Source: an optimization exercise on an open RTL-to-GDS flow (aim: small area, a short achievable clock period and few clock cycles). Production flows keep margins and buffers that such runs may drop. Only simulation tests tie the RTL to the original design; equivalence was not proved. Power and IR drop assume default switching activity.

lane 2:
==> flow/design.v (excerpt) <==
module sipfc_codec (
    input  wire        clk,
    input  wire        rst,
    input  wire        req_valid,
    output wire        req_ready,
    input  wire [11:0] req_word,
    output reg         rsp_valid,
    input  wire        rsp_ready,
    output wire [2:0]  rsp_status,
    output reg  [15:0] rsp_data,
    output reg         rsp_empty,
    output reg         rsp_last,
    output reg         fault
);
Size: roughly 2,900 cells after synthesis, about 1,100 flip-flops.
==> flow/config.mk <==
export PLATFORM = sky130hd
export DESIGN_NAME = sipfc_codec
export DESIGN_NICKNAME = sipfc_codec
export VERILOG_FILES = /design/flow/design.v
export SDC_FILE = /design/flow/constraint.sdc
export NUM_CORES = 4
export LEC_CHECK = 0
export CAP_MARGIN = 20
export CORE_MARGIN = 2
export CORE_UTILIZATION = 40
export CTS_CLUSTER_DIAMETER = 80
export CTS_CLUSTER_SIZE = 24
export SLEW_MARGIN = 20
==> flow/constraint.sdc <==
create_clock -name core_clock -period 10.0 [get_ports {clk}]
set_input_delay 2.0000 -clock core_clock [delete_from_list [all_inputs] [get_ports {clk}]]
set_output_delay 2.0000 -clock core_clock [all_outputs]
set_load 0.01 [all_outputs]
standard.sh (not shown) runs the stock make flow with config.mk's settings and CLKGATE_MAP_FILE= SYNTH_SCRIPT=/design/flow/synth_recipe.tcl, a recipe that flattens the netlist after the stock synthesis.
==> flow/flow/run.sh <==
#!/bin/bash
# Standard ORFS layout (the standard.sh, unchanged synthesis), asking the
# resizer's setup repair for more slack than the clock period needs. The clock
# period and the SDC are the standard flow's.
set -euo pipefail
bash standard.sh SETUP_SLACK_MARGIN=6.9 finish > standard_finish.log 2>&1
Testbench counts of lane 2, summed over its fixed seeds: cycles 41,225.
Input-level comparison between lane 4 and lane 2:
--- a/flow/design.v
+++ b/flow/design.v
@@ -313,16 +313,17 @@
     wire [7:0] slot0_nxt = (dec_we && dec_len[5:0] == 6'd0) ? dec_wbyte : dec_buf[0];
     always @(posedge clk) begin
         if (enc_fetch && eph == P_ST0)      rd_enc <= enc_buf[0];
         else if (enc_fetch && eph == P_RAW) rd_enc <= enc_rd;
         if (dec_adv && !dec_lst)            rd_dec <= dec_rd;
         else if (!dec_str || dec_adv)       rd_dec <= slot0_nxt;
     end
     integer k;
+    wire [15:0] ck_sum = ckstep(f_ck_add ? ck : enc_ck, data);
     wire enc_done = enc_adv & ~esc & (eph == P_E1);
     always @(posedge clk) begin
         if (rst) begin
             ck        <= SEED;
             enc_ck    <= SEED;
             enc_n     <= 7'd0;
             enc_len   <= 7'd0;
             dec_state <= S0;
@@ -332,19 +333,19 @@
             fault <= fault_n;
             if (enc_done) begin
                 enc_n   <= 7'd0;
                 enc_len <= 7'd0;
                 enc_ck  <= SEED;
             end
             if (ex) begin
                 if (f_ck_init) ck <= SEED;
-                if (f_ck_add)  ck <= ckstep(ck, data);
+                if (f_ck_add)  ck <= ck_sum;
                 if (f_enc_add) begin
-                    enc_ck  <= ckstep(enc_ck, data);
+                    enc_ck  <= ck_sum;
                     enc_n   <= enc_n + 7'd1;
                     enc_len <= enc_add_len;
                 end
                 if (f_dec_add) begin
                     dec_state <= dec_nxt;
                     if (dec_app) dec_len <= dec_len + 7'd1;
                     if (dec_clr) dec_len <= 7'd0;
                 end
==> comparison <==
Lane 4 reached the final stage; the timing, design-rule and antenna checks on its layout passed.
From lane 2 to lane 4 the numbers moved as follows: critical path depth rose by 13; fraction of power consumed by sequential logic rose by 2.0 points; first-pass GRT wire length down about 1.6%.
From lane 2 to lane 4 the numbers moved as follows: ratio of total power to cell area saw a decrease, met3 track demand over resource in global routing shows a reduction of 1.8 points, relative area of clock buffers and inverters in the final design roughly the same.
f_ck_add$_DFFE_PP_ as the start point of the critical path was reported by lane 4, and rsp_data[0]$_DFFE_PP_ by lane 2.
Testbench counts of lane 4, summed over its fixed seeds: cycles 41,225.

--- another note on this design; it stands on its own ---

Setup of job 101:
Design sipfc_codec, start of the top module:
module sipfc_codec (
    input  wire        clk,
    input  wire        rst,
    input  wire        req_valid,
    output wire        req_ready,
    input  wire [11:0] req_word,
    output reg         rsp_valid,
    input  wire        rsp_ready,
    output wire [2:0]  rsp_status,
    output reg  [15:0] rsp_data,
    output reg         rsp_empty,
    output reg         rsp_last,
    output reg         fault
);
==> flow/config.mk <==
export PLATFORM = sky130hd
export DESIGN_NAME = sipfc_codec
export DESIGN_NICKNAME = sipfc_codec
export VERILOG_FILES = /design/flow/design.v
export SDC_FILE = /design/flow/constraint.sdc
export NUM_CORES = 4
export LEC_CHECK = 0
export CAP_MARGIN = 20
export CORE_MARGIN = 2
export CORE_UTILIZATION = 40
export CTS_CLUSTER_DIAMETER = 80
export CTS_CLUSTER_SIZE = 24
export SLEW_MARGIN = 20
==> flow/constraint.sdc <==
create_clock -name core_clock -period 10.0 [get_ports {clk}]
set_input_delay 2.0000 -clock core_clock [delete_from_list [all_inputs] [get_ports {clk}]]
set_output_delay 2.0000 -clock core_clock [all_outputs]
set_load 0.01 [all_outputs]
standard.sh (not shown) runs the stock make flow with config.mk's settings and CLKGATE_MAP_FILE= SYNTH_SCRIPT=/design/flow/synth_recipe.tcl, a recipe that flattens the netlist after the stock synthesis.
==> flow/flow/run.sh <==
#!/bin/bash
# Standard ORFS layout (the standard.sh, unchanged synthesis), asking the
# resizer's setup repair for more slack than the clock period needs. The clock
# period and the SDC are the standard flow's.
set -euo pipefail
bash standard.sh SETUP_SLACK_MARGIN=6.7 finish > standard_finish.log 2>&1
Testbench counts of job 101, summed over its fixed seeds: cycles 41,225.
Here is what was changed in the inputs of job 102 compared with job 101.
-- flow/flow/run.sh --
<<< job 101, line 4
# period and the SDC are the standard flow's.
set -euo pipefail
bash standard.sh SETUP_SLACK_MARGIN=6.7 finish > standard_finish.log 2>&1
>>> job 102, line 4
# period and the SDC are the standard flow's.
set -euo pipefail
bash standard.sh SETUP_SLACK_MARGIN=6.9 finish > standard_finish.log 2>&1
Notes after the runs:
- Job 102 has completed all stages; timing, DRC and antenna checks passed.
- Relative to job 101, job 102 improves worst-case register-to-register setup slack.
- Fraction of power consumed by the clock network: job 101 and job 102 compared, lower one is job 101
- Maximum frequency: job 102 > job 101
- The higher total track usage of job 101 and job 102 is in job 102.
- Delta (job 102 minus job 101): stage delay of the slowest cell on the critical path has decreased; initial antenna violation count dropped 4; clock-cell share of area now larger.

[static timing again, ports no longer ideal]
The results above use ideal ports. As a check the final layouts listed here were re-extracted and re-timed, cells and wires unchanged.
Step 1 assumes that a clkbuf_16 drives the clock port and a buf_2 every other input.
Step 2, shift: input delay + t, output delay - t, t = (earliest + latest rising clock arrival at the registers) / 2. This alone moves slack from input paths to output paths.
a / b / c = no drivers / after step 1 / after step 2; a / b = the first two.
run	shift t [ns]	setup WS [ns]	cell pins on the clock port's net
lane 2	0.762	6.722 / 6.651 / 6.217	1
lane 4	0.762	6.577 / 6.577 / 6.218	1
job 101	0.751	6.561 / 6.561 / 6.010	1
job 102	0.770	6.694 / 6.620 / 6.281	1
After both steps setup and hold are still met in every run listed. For job 101, which loses most, drivers alone change the setup slack by 0.000 ns; drivers and shift together by -0.551 ns.
